What follows belongs to an exercise in optimizing a design on an open flow for small area, a short achievable clock period and few clock cycles; a production flow would make more cautious choices.
The RTL was checked by simulation tests, not by an equivalence proof against the original design.
Power is estimated from default activity; no workload was simulated.

## flow/flow/run.sh

```bash
#!/bin/bash
# Standard ORFS layout, with repair_timing asked to leave a setup margin so
# that the optimiser keeps working on timing below the 12 ns clock.
set -euo pipefail
bash standard.sh SETUP_SLACK_MARGIN=8.2 finish > standard_flow.log 2>&1
```

## flow/standard.sh

```bash
#!/bin/bash
# synth_recipe.tcl (not shown) runs the flow's synth.tcl, then flattens the netlist and writes it again
# the make line also repeats each setting of config.mk as NAME=value (left out here)
make -C /OpenROAD-flow-scripts/flow DESIGN_CONFIG=/design/flow/config.mk WORK_HOME=/design/flow/orfs CLKGATE_MAP_FILE= SYNTH_SCRIPT=/design/flow/synth_recipe.tcl "${@:-finish}"
```

## flow/config.mk

```make
export PLATFORM = sky130hd
export DESIGN_NAME = sbl_scanner
export DESIGN_NICKNAME = sbl_scanner
export VERILOG_FILES = /design/flow/design.v
export SDC_FILE = /design/flow/constraint.sdc
export NUM_CORES = 4
export LEC_CHECK = 0
export CAP_MARGIN = 20
export CORE_MARGIN = 2
export CORE_UTILIZATION = 40
export PLACE_DENSITY = 0.5
export SLEW_MARGIN = 20
```

## flow/constraint.sdc

```tcl
create_clock -name core_clock -period 12.0 [get_ports {clk}]
set_input_delay 2.4000 -clock core_clock [delete_from_list [all_inputs] [get_ports {clk}]]
set_output_delay 2.4000 -clock core_clock [all_outputs]
set_load 0.01 [all_outputs]
```

## flow/design.v

```verilog
module sbl_scanner #(
    parameter N_CELLS        = 36,
    parameter FLASH1_PERIOD  = 3,
    parameter FLASH2_PERIOD  = 1,
    parameter HOLD_THRESHOLD = 10,
    parameter SPI_MODE       = 0,
    parameter NB             = (N_CELLS + 7) / 8
) (
    input  wire            clk,
    input  wire            rst,
    input  wire            cmd_valid,
    output wire            cmd_ready,
    input  wire [63:0]     cmd_data,
    output wire            rsp_valid,
    input  wire            rsp_ready,
    output wire [63:0]     rsp_data,
    output wire            xfer_req,
    output wire [NB*8-1:0] xfer_out,
    input  wire            xfer_ack,
    input  wire            xfer_ok,
    input  wire [NB*8-1:0] xfer_in,
    input  wire [7:0]      xfer_reason
);
    localparam N = N_CELLS;
    localparam [3:0] K_DONE = 4'h0, K_SNAP = 4'h1, K_EIDX = 4'h8,
                     K_EXFR = 4'h9, K_EILL = 4'hB;
    reg [2*N-1:0]  st;      
    reg [N-1:0]    lamp;    
    reg [N-1:0]    tx_q;    
    reg [N-1:0]    tgl;     
    reg [N-1:0]    nch;     
    reg [N-1:0]    nho;     
    reg [N-1:0]    hep;     
    reg [N-1:0]    lsp;     
    reg [16*N-1:0] cnt;     
    reg [31:0]     sc;      
    reg [1:0]      sc_m3;   
    reg        rdy_q;       
    reg        vld_q;       
    reg        last_q;      
    reg        req_q;       
    reg        dec_q;       
    reg        get_q;       
    reg        set_q;       
    reg        com_q;       
    reg        rst_q;       
    reg [63:0] rsp_q;
    reg [7:0]  cb_q;
    reg [15:0] cn_q;
    reg [N-1:0] evp;        
    reg         cdn;        
    reg [N-1:0] oh;         
    reg         any;        
    reg [N-1:0] prs;        
    reg        ok_q;
    reg [6:0]  k_q;
    assign cmd_ready = rdy_q;
    assign rsp_valid = vld_q;
    assign rsp_data  = {rsp_q[63:8], 4'd0, rsp_q[3:0]};
    assign xfer_req  = req_q;
    wire [NB*8-1:0] tx = {{(NB*8-N){1'b0}}, tx_q};
    wire [NB*8-1:0] rx_bytes;
    genvar gj, gk;
    generate
        for (gj = 0; gj < NB; gj = gj + 1) begin : g_rev
            for (gk = 0; gk < 8; gk = gk + 1) begin : g_bit
                assign xfer_out[8*gj + 7 - gk] = tx[8*gj + gk];
                assign rx_bytes[8*gj + gk]     = xfer_in[8*gj + 7 - gk];
            end
        end
    endgenerate
    wire [N-1:0] prs_in = ~rx_bytes[N-1:0];
    wire [3:0]  opc     = cmd_data[3:0];
    wire [15:0] c_pos   = cmd_data[31:16];
    wire        rsv_bad = (cmd_data[7:4] != 4'd0) || (cmd_data[63:48] != 16'd0);
    wire        c_set   = !rsv_bad && (opc == 4'h1);
    wire        c_get   = !rsv_bad && (opc == 4'h2) && (cmd_data[15:8] == 8'd0) &&
                          (cmd_data[47:32] == 16'd0);
    wire        c_run   = (cmd_data == 64'h3);
    wire        pos_ok  = (c_pos < N);
    wire        c_sg    = c_set | c_get;
    wire [63:0] simple_w = {32'd0, (c_sg && !pos_ok) ? c_pos : 16'd0, 12'd0,
                            c_sg ? (pos_ok ? K_DONE : K_EIDX) : K_EILL};
    wire [N-1:0] pos_oh;
    genvar gi;
    generate
        for (gi = 0; gi < N; gi = gi + 1) begin : g_pos
            assign pos_oh[gi] = (c_pos == gi);
        end
    endgenerate
    wire f1tog = (sc_m3 == 2'd0);
    wire [N-1:0]    enc;         
    wire [N-1:0]    ge10;        
    wire [N-1:0]    ev_in;       
    wire [N-1:0]    chg_ev, hold_ev, is_down;
    wire [16*N-1:0] sum;         
    wire [N-1:0]    sat;         
    generate
        for (gi = 0; gi < N; gi = gi + 1) begin : g_cell
            wire [1:0]  s = st[2*gi +: 2];
            wire [15:0] c = cnt[16*gi +: 16];
            assign enc[gi] = (s == 2'd0) ? 1'b0 :
                             (s == 2'd1) ? 1'b1 :
                             (s == 2'd2) ? (lamp[gi] ^ f1tog) : ~lamp[gi];
            assign ge10[gi] = (c >= HOLD_THRESHOLD);
            assign ev_in[gi]     = (nch[gi] & (prs_in[gi] ^ lsp[gi])) |
                                   (nho[gi] & prs_in[gi] & ge10[gi]);
            assign chg_ev[gi]    = nch[gi] & (prs[gi] ^ lsp[gi]);
            assign hold_ev[gi]   = nho[gi] & prs[gi] & ge10[gi];
            assign is_down[gi]   = prs[gi] & ~lsp[gi];
            wire       cin = prs[gi];
            wire [3:0] a;
            wire [3:0] k;
            wire [15:0] cy;
            genvar gg, gb;
            for (gg = 0; gg < 4; gg = gg + 1) begin : g_grp
                assign a[gg] = &c[4*gg +: 4];
                if (gg == 0) begin : g_k0
                    assign k[gg] = cin;
                end else begin : g_kn
                    assign k[gg] = k[gg-1] & a[gg-1];
                end
                for (gb = 0; gb < 4; gb = gb + 1) begin : g_b
                    if (gb == 0) begin : g_c0
                        assign cy[4*gg] = k[gg];
                    end else begin : g_cn
                        assign cy[4*gg+gb] = cy[4*gg+gb-1] & c[4*gg+gb-1];
                    end
                end
            end
            assign sum[16*gi +: 16] = c ^ cy;
            assign sat[gi] = k[3] & a[3];
        end
    endgenerate
    wire [N-1:0] both = oh & chg_ev & hold_ev;
    wire         stay = (|both) & ~cdn;
    wire [N-1:0] pend = req_q ? ev_in : (evp & ~oh);
    reg  [N-1:0] pfx [0:6];
    reg  [N-1:0] below;
    integer i, b;
    always @(*) begin
        pfx[0] = pend;
        for (b = 0; b < 6; b = b + 1)
            for (i = 0; i < N; i = i + 1)
                pfx[b+1][i] = (i >= (1 << b)) ? (pfx[b][i] | pfx[b][i - (1 << b)]) : pfx[b][i];
        below = {pfx[6][N-2:0], 1'b0};
    end
    wire [N-1:0] oh_n  = pend & ~below;
    wire         any_n = |pend;
    reg [15:0] s_cnt;
    reg [1:0]  s_st;
    reg        s_prs, s_sat, s_lamp, s_tgl, s_nch, s_nho, s_hep, s_lsp, s_chg;
    reg [5:0]  s_pos;
    always @(*) begin
        s_cnt = 16'd0; s_prs = 1'b0; s_sat = 1'b0; s_st = 2'd0; s_lamp = 1'b0; s_tgl = 1'b0; s_nch = 1'b0;
        s_nho = 1'b0; s_hep = 1'b0; s_lsp = 1'b0; s_chg = 1'b0; s_pos = 6'd0;
        for (i = 0; i < N; i = i + 1) begin
            s_cnt  = s_cnt  | ({16{oh[i]}} & sum[16*i +: 16]);
            s_sat  = s_sat  | (oh[i] & sat[i]);
            s_prs  = s_prs  | (oh[i] & prs[i]);
            s_st   = s_st   | ({2{oh[i]}} & st[2*i +: 2]);
            s_lamp = s_lamp | (oh[i] & lamp[i]);
            s_tgl  = s_tgl  | (oh[i] & tgl[i]);
            s_nch  = s_nch  | (oh[i] & nch[i]);
            s_nho  = s_nho  | (oh[i] & nho[i]);
            s_hep  = s_hep  | (oh[i] & hep[i]);
            s_lsp  = s_lsp  | (oh[i] & lsp[i]);
            s_chg  = s_chg  | (oh[i] & chg_ev[i]);
            s_pos  = s_pos  | ({6{oh[i]}} & i[5:0]);
        end
    end
    wire        w_hep  = get_q ? s_hep : ~(s_chg & ~cdn);
    wire [15:0] w_cnt  = (s_cnt | {16{s_sat}}) & {16{s_prs | get_q}};
    wire [63:0] snap_w = {16'd0, w_cnt, 10'd0, s_pos,
                          s_lsp, w_hep, s_nho, s_nch, s_tgl, s_lamp, s_st, 4'd0, K_SNAP};
    wire [63:0] done_w = {sc, 9'd0, k_q, 12'd0, K_DONE};
    wire [63:0] dec_w  = (any | get_q) ? snap_w : done_w;
    wire        dec_last = get_q | !ok_q | !any;
    wire ld     = !vld_q | rsp_ready;
    wire dec_ld = (dec_q & ld) | get_q;
    wire take   = vld_q & rsp_ready;
    wire accept = rdy_q & cmd_valid;
    wire [7:0]  wcb = rst_q ? 8'd0  : cb_q;
    wire [15:0] wcn = rst_q ? 16'd0 : cn_q;
    always @(posedge clk) begin
        for (i = 0; i < N; i = i + 1) begin
            if (rst_q || (set_q && oh[i])) begin
                st[2*i +: 2]    <= wcb[1:0];
                tgl[i]          <= wcb[3];
                nch[i]          <= wcb[4];
                nho[i]          <= wcb[5];
                hep[i]          <= wcb[6];
                lsp[i]          <= wcb[7];
                cnt[16*i +: 16] <= wcn;
            end else if (com_q) begin
                if (!(prs[i] && sat[i]))
                    cnt[16*i +: 16] <= sum[16*i +: 16] & {16{prs[i]}};
                hep[i] <= hold_ev[i] ? 1'b1 : (chg_ev[i] ? 1'b0 : hep[i]);
                if (tgl[i] && is_down[i])
                    st[2*i +: 2] <= (st[2*i +: 2] == 2'd0) ? 2'd1 : 2'd0;
                lsp[i] <= prs[i];
            end
        end
    end
    always @(posedge clk) begin
        if (rdy_q) begin
            tx_q  <= enc;
            prs   <= {N{1'b0}};
            rsp_q <= simple_w;
            cb_q  <= cmd_data[15:8];
            cn_q  <= cmd_data[47:32];
            oh    <= pos_oh;
        end else if (req_q) begin
            prs   <= prs_in;
            ok_q  <= xfer_ok;
            rsp_q <= {48'd0, xfer_reason, 4'd0, K_EXFR};
            evp   <= ev_in;
            cdn   <= 1'b0;
            oh    <= oh_n;
            any   <= any_n;
            k_q   <= 7'd0;
        end else if (dec_ld) begin
            if (!dec_q || ok_q)
                rsp_q <= dec_w;
            if (dec_q && ok_q && any) begin
                if (stay) begin
                    cdn <= 1'b1;
                end else begin
                    cdn <= 1'b0;
                    evp <= evp & ~oh;
                    oh  <= oh_n;
                    any <= any_n;
                end
                k_q <= k_q + 7'd1;
            end
        end
        rst_q <= rst;
        if (rst_q) begin
            rsp_q <= 64'd0;
            tx_q  <= {N{1'b0}};
            oh    <= {N{1'b0}};
            evp   <= {N{1'b0}};
            prs   <= {N{1'b0}};
            any   <= 1'b0;
            cdn   <= 1'b0;
            lamp  <= {N{1'b0}};
            sc    <= 32'd0;
            sc_m3 <= 2'd0;
        end else begin
            if (req_q)
                lamp <= tx_q;
            if (com_q) begin
                sc    <= sc + 32'd1;
                sc_m3 <= (&sc || sc_m3 == 2'd2) ? 2'd0 : sc_m3 + 2'd1;
            end
        end
        if (rst) begin
            rdy_q <= 1'b0;
            vld_q <= 1'b0;
            last_q <= 1'b0;
            req_q <= 1'b0;
            dec_q <= 1'b0;
            get_q <= 1'b0;
            set_q <= 1'b0;
            com_q <= 1'b0;
        end else if (rst_q) begin
            rdy_q <= 1'b1;
        end else begin
            set_q <= 1'b0;
            get_q <= 1'b0;
            com_q <= 1'b0;
            if (take) begin
                vld_q <= 1'b0;
                if (last_q) begin
                    last_q <= 1'b0;
                    rdy_q  <= 1'b1;
                end
            end
            if (accept) begin
                rdy_q <= 1'b0;
                if (c_run) begin
                    req_q <= 1'b1;
                end else if (c_get && pos_ok) begin
                    get_q <= 1'b1;
                end else begin
                    vld_q  <= 1'b1;
                    last_q <= 1'b1;
                    set_q  <= c_set && pos_ok;
                end
            end
            if (req_q && xfer_ack) begin
                req_q <= 1'b0;
                dec_q <= 1'b1;
            end
            if (dec_ld) begin
                vld_q  <= 1'b1;
                last_q <= dec_last;
                if (dec_q && dec_last) begin
                    dec_q <= 1'b0;
                    com_q <= ok_q;
                end
            end
        end
    end
endmodule
```

==> impl_metrics.json, run 1 <==
{
  "status": "finished clean",
  "rsz0062_at_grt": "yes",
  "place_hpwl_um": 309500,
  "fp.dieW_um": 409.2,
  "gr-total-overflow": 0,
  "critPathArrivalTime_ns": 4.74,
  "ioPinCount": 225,
  "internal-power_mw": 7.132,
  "finalMaxSlewViolations": 0,
  "finalWirelength_um": 411600,
  "synth_cell_types": 66,
  "p_leak_nw": 29.28,
  "core_area_um2": 163000,
  "ys_async_sr_fraction_pct": 0,
  "comb_power_share_pct": 12.2,
  "synthFlopType": "edfxtp_1",
  "yosysSeqAreaShare_pct": 47.93,
  "fin_area_um2": 77400,
  "fin_tns_setup_ns": 0,
  "hold_path.class": "flip-flop to flip-flop",
  "grt_pass1_wl_um": 534600,
  "yosys_warnings": 2,
  "cts-root-buf": "clkbuf_16",
  "dieArea_um2": 167500,
  "maxCapViolations": 0,
  "rows": 148,
  "synth_most_common_cell": "edfxtp_1",
  "cts.sinks": 1143,
  "syn_inst": 6385,
  "synth_top_area_share_pct": 39.27,
  "path_clk_slew_ns": 0.06,
  "synth_area_per_cell_um2": 10.29,
  "ys_top_cells_by_count": "edfxtp_1, ha_1, nand2_1",
  "io_buffers": 211,
  "p_switching_mw": 3.038,
  "p_total_mw": 10.17,
  "end_kind": "flip-flop",
  "die_height_um": 409.2,
  "hold_slack_ns": 0.4521,
  "switching_share_pct": 29.88,
  "achievable-frequency_mhz": 248.0,
  "sequentialPowerShare_pct": 44.9,
  "start_util_pct": 40.30,
  "routabilityCongestion": 1.143,
  "yosys.area.top_type": "edfxtp_1",
  "fin_crit_sh_pct": 33.61,
  "largest_reg_flops": 576,
  "synth_top_cells_by_area": "edfxtp_1, ha_1, dfxtp_1",
  "crit_type": "flip-flop to flip-flop",
  "rrSetupSlack_ns": 7.97,
  "start_kind": "flip-flop",
  "worstMarginPinSlew_ns": 1.397,
  "finClkSkew_ns": 0.02964,
  "cts_tree": "built",
  "top_regs": "cnt x576, st x72, rsp_q x59",
  "viasPerCell": 7.199,
  "vdd_drop_max_uv": 152.5,
  "drtAntennaViolNets": 0,
  "synth_enable_flop_cells": 859,
  "clockPowerShare_pct": 42.9,
  "top_register": "cnt",
  "final-setup-viol-count": 0,
  "h-tree-depth": 4,
  "clk_path_buf_depth": 3,
  "cp_max_fo": 11,
  "numCtsBuffers": 141,
  "nets": 7239,
  "grt_max_degree": 85,
  "drive_gt1_share_pct": 14.34,
  "finalHoldViolCount": 0,
  "wl_per_cell_um": 46.10,
  "antenna_found_initial": 61,
  "area_growth_pct": 17.85,
  "placed_cell_area_um2": 70910,
  "holdBufCountCts": 0,
  "required_ns": 12.71,
  "clkLatencyLatePin_ns": 0.82,
  "drtIter0Drc": 11560,
  "drc": 0,
  "powerDensity_nw_per_um2": 131.4,
  "synth-seq-cells": 1143,
  "max-slew-margin-rel_pct": 6.172,
  "syn_area_um2": 65680,
  "route.vias.total": 64290,
  "fin_util_pct": 47.50,
  "grt_usage_pct": 47.56,
  "drtPass1Iterations": 9,
  "grt_pass1_vias": 58270,
  "period_needed_ns": 4.033
}
-- final cells by class --
cell class                 count  area, um2
tap                         2175       2721
fill                       15470      85550
clock inverter                57      511.7
sequential                  1143      31540
clock buffer                 196       4024
antenna                       32      80.08
multi-input combinational   4535      33060
timing repair buffer         537       4503
inverter                     255      970.9
-- repair_timing --
action	4_1_cts	5_1_grt
pin swaps	44	68
setup endpoints to repair	610	211
gates resized for setup	570	197
gates cloned	3	0
setup buffers	63	23
-- through the flow --
| step | std cells | setup WS, ns |
|---|---|---|
| 2_1_floorplan | 6393 | 7.712 |
| 3_3_place_gp | 8554 | 6.371 |
| 3_5_place_dp | 8554 | 6.315 |
| 4_1_cts | 8873 | 8.136 |
| 5_1_grt | 8898 | 8.035 |
| 6_report | 8930 | 7.967 |
-- power by group through the flow --
stage / combinational (mW) / sequential [mW] / clock, mW
5_1_grt: 1.20 / 4.57 / 4.50
3_3_place_gp: 1.12 / 4.63 / 0
4_1_cts: 1.13 / 4.54 / 4.35
6_report: 1.24 / 4.56 / 4.36
3_5_place_dp: 1.12 / 4.63 / 0
2_1_floorplan: 0.460 / 4.55 / 0
-- worst max-delay path: stages (launching register included) --
cell	delay (ns)
dfxtp_1	0.30
buf_4	0.30
nand3_1	0.21
nor2_1	0.16
ha_1	0.27
a22oi_1	0.64
nand4_1	0.40
nor4_1	0.87
nand4_1	0.46
o21a_1	0.29
-- cells in the final DEF (no fill, tap or decap), drive strengths merged, types with 83 or more instances in the layout --
master,count
nor3,121
edfxtp,859
inv,255
a22o,428
o21ai,218
nand3,170
dfxtp,284
nor2,441
nand4,225
a221oi,83
clkbuf,210
nor4,204
xnor2,184
ha,508
nand2,460
a22oi,278
buf,392
a21oi,287
o22ai,253
-- routing by layer --
| metal | part of all wire, % | wire [um] | track usage [%] |
|---|---|---|---|
| met2 | 39 | 161600 | 65.38 |
| met4 | 7.8 | 31960 | 28.74 |
| met3 | 16 | 64270 | 21.71 |
| met5 | 0.12 | 493 | 0.7184 |
| met1 | 37 | 153300 | 60.41 |
-- cells by family after synthesis --
| family | share of synthesized area (%) |
|---|---|
| AOI/OAI and AO/OA | 19.76 |
| xor gates and xnor gates | 2.774 |
| adders and majority gates | 9.678 |
| buffers and inverters | 4.172 |
| DFF | 47.93 |
| muxes | 1.212 |
| other | 0.005710 |
| and+or+nand+nor | 14.47 |
-- worst paths after layout --
| kind | from | to | cells past startpoint |
|---|---|---|---|
| min reg2reg | rsp_q[62]$_SDFFE_PP0P_ | rsp_q[62]$_SDFFE_PP0P_ | 2 |
| min | rsp_q[62]$_SDFFE_PP0P_ | rsp_q[62]$_SDFFE_PP0P_ | 2 |
| max | prs[10]$_SDFFE_PP0P_ | rsp_q[36]$_SDFFE_PP0P_ | 9 |
| max reg2reg | prs[10]$_SDFFE_PP0P_ | rsp_q[36]$_SDFFE_PP0P_ | 9 |
Testbench counts, summed over its fixed seeds: cycles 23,183.
==> run 2: changes to the inputs <==
--- a/flow/design.v
+++ b/flow/design.v
@@ -47,7 +47,7 @@
     reg [63:0] rsp_q;
     reg [7:0]  cb_q;
     reg [15:0] cn_q;
-    reg [N-1:0] evp;        
+    reg [N-1:0] msk;        
     reg         cdn;        
     reg [N-1:0] oh;         
     reg         any;        
@@ -134,16 +134,13 @@
     endgenerate
     wire [N-1:0] both = oh & chg_ev & hold_ev;
     wire         stay = (|both) & ~cdn;
-    wire [N-1:0] pend = req_q ? ev_in : (evp & ~oh);
-    reg  [N-1:0] pfx [0:6];
+    wire [N-1:0] pend = req_q ? ev_in : ((chg_ev | hold_ev) & ~msk & ~oh);
     reg  [N-1:0] below;
     integer i, b;
     always @(*) begin
-        pfx[0] = pend;
-        for (b = 0; b < 6; b = b + 1)
-            for (i = 0; i < N; i = i + 1)
-                pfx[b+1][i] = (i >= (1 << b)) ? (pfx[b][i] | pfx[b][i - (1 << b)]) : pfx[b][i];
-        below = {pfx[6][N-2:0], 1'b0};
+        below[0] = 1'b0;
+        for (i = 1; i < N; i = i + 1)
+            below[i] = below[i-1] | pend[i-1];
     end
     wire [N-1:0] oh_n  = pend & ~below;
     wire         any_n = |pend;
@@ -214,7 +211,7 @@
             prs   <= prs_in;
             ok_q  <= xfer_ok;
             rsp_q <= {48'd0, xfer_reason, 4'd0, K_EXFR};
-            evp   <= ev_in;
+            msk   <= {N{1'b0}};
             cdn   <= 1'b0;
             oh    <= oh_n;
             any   <= any_n;
@@ -227,7 +224,7 @@
                     cdn <= 1'b1;
                 end else begin
                     cdn <= 1'b0;
-                    evp <= evp & ~oh;
+                    msk <= msk | oh;
                     oh  <= oh_n;
                     any <= any_n;
                 end
@@ -239,7 +236,7 @@
             rsp_q <= 64'd0;
             tx_q  <= {N{1'b0}};
             oh    <= {N{1'b0}};
-            evp   <= {N{1'b0}};
+            msk   <= {N{1'b0}};
             prs   <= {N{1'b0}};
             any   <= 1'b0;
             cdn   <= 1'b0;
==> run 2 against run 1 <==
Against the previous run: core utilization fell by 0.15 points; sequential cell count did not move; fmax down 0.29%; sequential share of layout area shrank 0.17 points; global-route usage grew 1.3 points; still clean; critical endpoint is now rsp_q[14]$_SDFFE_PP0P_; cell count is essentially flat; power increased by 2.1%; largest power group unchanged; worst hold slack better by 0.0018 ns; critical path depth shrank 1; clock power increased by 3%.
==> impl_metrics.json, run 2 <==
{
  "status": "finished clean",
  "drive_gt1_share_pct": 14.70,
  "syn_area_um2": 65980,
  "grt_usage_pct": 48.91,
  "p_total_mw": 10.39,
  "synthFlopType": "edfxtp_1",
  "top_register": "cnt",
  "yosys_warnings": 1,
  "ys_async_sr_fraction_pct": 0,
  "comb_power_share_pct": 12.9,
  "ioPinCount": 225,
  "routabilityCongestion": 1.115,
  "grtUsageMet3_pct": 18.08,
  "max-slew-margin-rel_pct": 10.49,
  "worstReg2RegEnd": "rsp_q[14]$_SDFFE_PP0P_",
  "fp.dieW_um": 410.1,
  "finalWirelength_um": 424200,
  "achievable-frequency_mhz": 247.2,
  "clkLatencyLatePin_ns": 0.85,
  "final_common_cell": "edfxtp_1",
  "start_kind": "flip-flop",
  "internal-power_mw": 7.239,
  "cts.sinks": 1143,
  "die_height_um": 410.1,
  "startpoint": "oh[23]$_SDFFE_PP0P_",
  "period_needed_ns": 4.045,
  "cp.depth": 8,
  "synth_top_area_share_pct": 39.09,
  "area_growth_pct": 17.99,
  "yosys.area.top_type": "edfxtp_1",
  "grt_max_degree": 109,
  "grtUsageMet1_pct": 60.34,
  "switching_share_pct": 30.29,
  "rsz0062_at_grt": "yes",
  "ys_top_cells_by_count": "edfxtp_1, ha_1, a22o_1",
  "holdBufCountCts": 0,
  "cts-root-buf": "clkbuf_16",
  "place_hpwl_um": 309100,
  "core_area_um2": 164400,
  "finalMaxSlewViolations": 0,
  "route.vias.total": 64900,
  "clk_path_buf_depth": 3,
  "stdcell_count": 8924,
  "worstMarginPinSlew_ns": 1.341,
  "syn_inst": 6360,
  "grt_pass1_wl_um": 549100,
  "critPathArrivalTime_ns": 4.72,
  "cp_max_fo": 22,
  "slowest_delay_ns": 1.05,
  "crit_type": "flip-flop to flip-flop",
  "nets": 7215,
  "numCtsBuffers": 145,
  "crit_path_end": "rsp_q[14]$_SDFFE_PP0P_",
  "powerDensity_nw_per_um2": 133.4,
  "finClkSkew_ns": 0.03963,
  "antenna_found_initial": 50,
  "io_buffers": 211,
  "drtPass1Iterations": 7,
  "cp_cell_sequence": "buf_4 > a22o_1 > a221oi_1 > nand4_1 > nor3_1 > nand4_1 > o311ai_0 > a21oi_1",
  "rrSetupSlack_ns": 7.96,
  "rows": 149,
  "synth_most_common_cell": "edfxtp_1",
  "hold_path.class": "flip-flop to flip-flop",
  "r2r_start": "oh[23]$_SDFFE_PP0P_",
  "sequentialPowerShare_pct": 44.0,
  "top_usage_layer": "met2",
  "fillerInstances": 15580,
  "reg2reg_depth": 8,
  "fin_crit_sh_pct": 33.71,
  "synth_area_per_cell_um2": 10.37,
  "top_regs": "cnt x576, st x72, rsp_q x59",
  "vdd_drop_max_uv": 171.9,
  "drtAntennaViolNets": 0,
  "placed_cell_area_um2": 71360,
  "crit_top_cell": "nand4_1",
  "drtIter0Drc": 11590,
  "end_kind": "flip-flop",
  "wl_per_cell_um": 47.53,
  "final-setup-viol-count": 0,
  "grt_pass1_vias": 58490,
  "fin_area_um2": 77850,
  "fin_tns_setup_ns": 0,
  "viasPerCell": 7.272,
  "finalHoldViolCount": 0,
  "critical_path_buf_inv_count": 1,
  "clockPowerShare_pct": 43.1,
  "dieArea_um2": 168200,
  "p_switching_mw": 3.146,
  "path_clk_slew_ns": 0.07,
  "slowest_stage": "a221oi_1",
  "start_util_pct": 40.13,
  "gr-total-overflow": 0,
  "critical_path.top_delay_family": "compound AO/OA/AOI/OAI gates",
  "synth_cell_types": 89,
  "use_met2_pct": 66.75,
  "largest_reg_flops": 576,
  "yosysSeqAreaShare_pct": 47.71,
  "required_ns": 12.68,
  "p_leak_nw": 29.72,
  "cts_tree": "built",
  "h-tree-depth": 4,
  "synth-seq-cells": 1143,
  "dp_cells": 8544,
  "synth_top_cells_by_area": "edfxtp_1, ha_1, dfxtp_1",
  "synth_enable_flop_cells": 859,
  "maxCapViolations": 0,
  "drc": 0,
  "final_cell_mix": "edfxtp_1, ha_1, a22o_1"
}
==> run 2: cell count changes in the layout (fill, tap and decap cells not counted), moves of 20 or more <==
cell,delta
a22o_1,+42
buf_2,+34
a21oi_1,-30
buf_4,-30
nor3b_1,-29
dfxtp_1,-26
xnor2_1,-24
clkdlybuf4s15_2,-21
clkdlybuf4s50_1,-21
nand2_1,-21
dfxtp_2,+20
nand4_1,-20
==> run 2: final cells by class <==
cell class | count | area (um2) | area share (%)
antenna | 29 | 72.57 | 0.09322
clock buffer | 192 | 4086 | 5.249
clock inverter | 72 | 594.3 | 0.7634
inverter | 237 | 897.1 | 1.152
multi-input combinational | 4536 | 33380 | 42.88
sequential | 1143 | 31580 | 40.57
tap | 2189 | 2739 | 3.518
timing repair buffer | 526 | 4496 | 5.775
==> run 2: tightest hold or removal path, cell delays in order, from the launching register on <==
cell and delay, ns:
dfxtp_1 0.31, nand2_1 0.05, a21oi_1 0.05
==> run 2: worst min path at each step <==
stage / slack (ns) / to / depth (start not counted) / start
2_1_floorplan: 0.44 / msk[31]$_SDFFE_PP0P_ / 1 / msk[31]$_SDFFE_PP0P_
3_3_place_gp: 0.44 / rsp_q[49]$_SDFFE_PP0P_ / 2 / rsp_q[49]$_SDFFE_PP0P_
3_5_place_dp: 0.45 / rsp_q[53]$_SDFFE_PP0P_ / 2 / rsp_q[53]$_SDFFE_PP0P_
4_1_cts: 0.45 / rsp_q[53]$_SDFFE_PP0P_ / 2 / rsp_q[53]$_SDFFE_PP0P_
5_1_grt: 0.48 / rsp_q[56]$_SDFFE_PP0P_ / 2 / rsp_q[56]$_SDFFE_PP0P_
6_report: 0.45 / rsp_q[53]$_SDFFE_PP0P_ / 2 / rsp_q[53]$_SDFFE_PP0P_
==> run 2: logic make-up (layout without fill, tap and decap cells) <==
kind of cell    after synthesis  after routing  share of synthesized area [%]
simple gates               1881           1882                          14.49
buf+inv                     690           1027                          4.049
mux                          75             75                          1.208
other cells                   1             38                       0.005683
xor+xnor                    207            207                          2.748
compound gates             1855           1855                          20.16
fa+ha+maj                   508            508                          9.633
flops                      1143           1143                          47.71
==> run 2: per-stage QoR <==
step	hold slack [ns]	utilization [%]	setup WS (ns)
floorplan	0.4431	-	7.892
global placement	0.4421	43.39	6.186
detailed placement	0.4507	43.40	6.153
CTS	0.4548	46.78	8.109
global route	0.4761	47.30	8.053
finish	0.4538	47.35	7.955
==> run 2: routing by layer <==
layer | up-vias | wire [um]
met5 | - | 160
met4 | 24 | 47150
met3 | 1481 | 59750
met2 | 5638 | 165400
met1 | 32300 | 151800
li1 | 25450 | -
==> run 2: timing repair <==
item                       in CTS  in global routing
setup endpoints to repair     339                155
gates resized for setup       624                150
cloned                          3                  3
buffers inserted               65                 14
pin swaps                      54                 47
==> run 2: power groups by stage <==
stage | registers [mW] | clock network (mW) | logic (mW)
after CTS | 4.56 | 4.46 | 1.22
after floorplan | 4.55 | 0 | 0.510
after global placement | 4.64 | 0 | 1.19
after global routing | 4.57 | 4.60 | 1.29
final | 4.57 | 4.48 | 1.33
after detailed placement | 4.64 | 0 | 1.19
Testbench counts of run 2, summed over its fixed seeds: cycles 23,183.

afterwards: timing with drivers on the ports:
How much do the figures lean on ideal ports? The routed layouts below were timed once more, with nothing changed but the port constraints.
Step 1, drivers: a clkbuf_16 drives clk and a buf_2 each remaining input, both assumed.
Step 2 adds t to the input delays and takes it off the output delays; t is the mean of the earliest and latest rising clock arrival at the registers after step 1. Input paths then give back, and output paths get back, about the clock's delay inside the block.
a / b / c = ideal / step 1 / step 2; a / b = the first two.
| run | shift t [ns] | slack for setup (ns) | clock arrival spread, ns | worst slew at a driven data input, ns | cell pins on the clock port's net |
|---|---|---|---|---|---|
| run 1 | 0.901 | 7.967 / 7.967 / 7.144 | 0.029 / 0.030 | 0.19 | 1 |
| run 2 | 0.944 | 7.955 / 7.955 / 7.198 | 0.040 / 0.039 | 0.09 | 1 |
After both steps setup and hold are still met in every run listed. The setup slack of run 1, which loses most, moves by 0.000 ns with the drivers and by -0.823 ns with both steps.
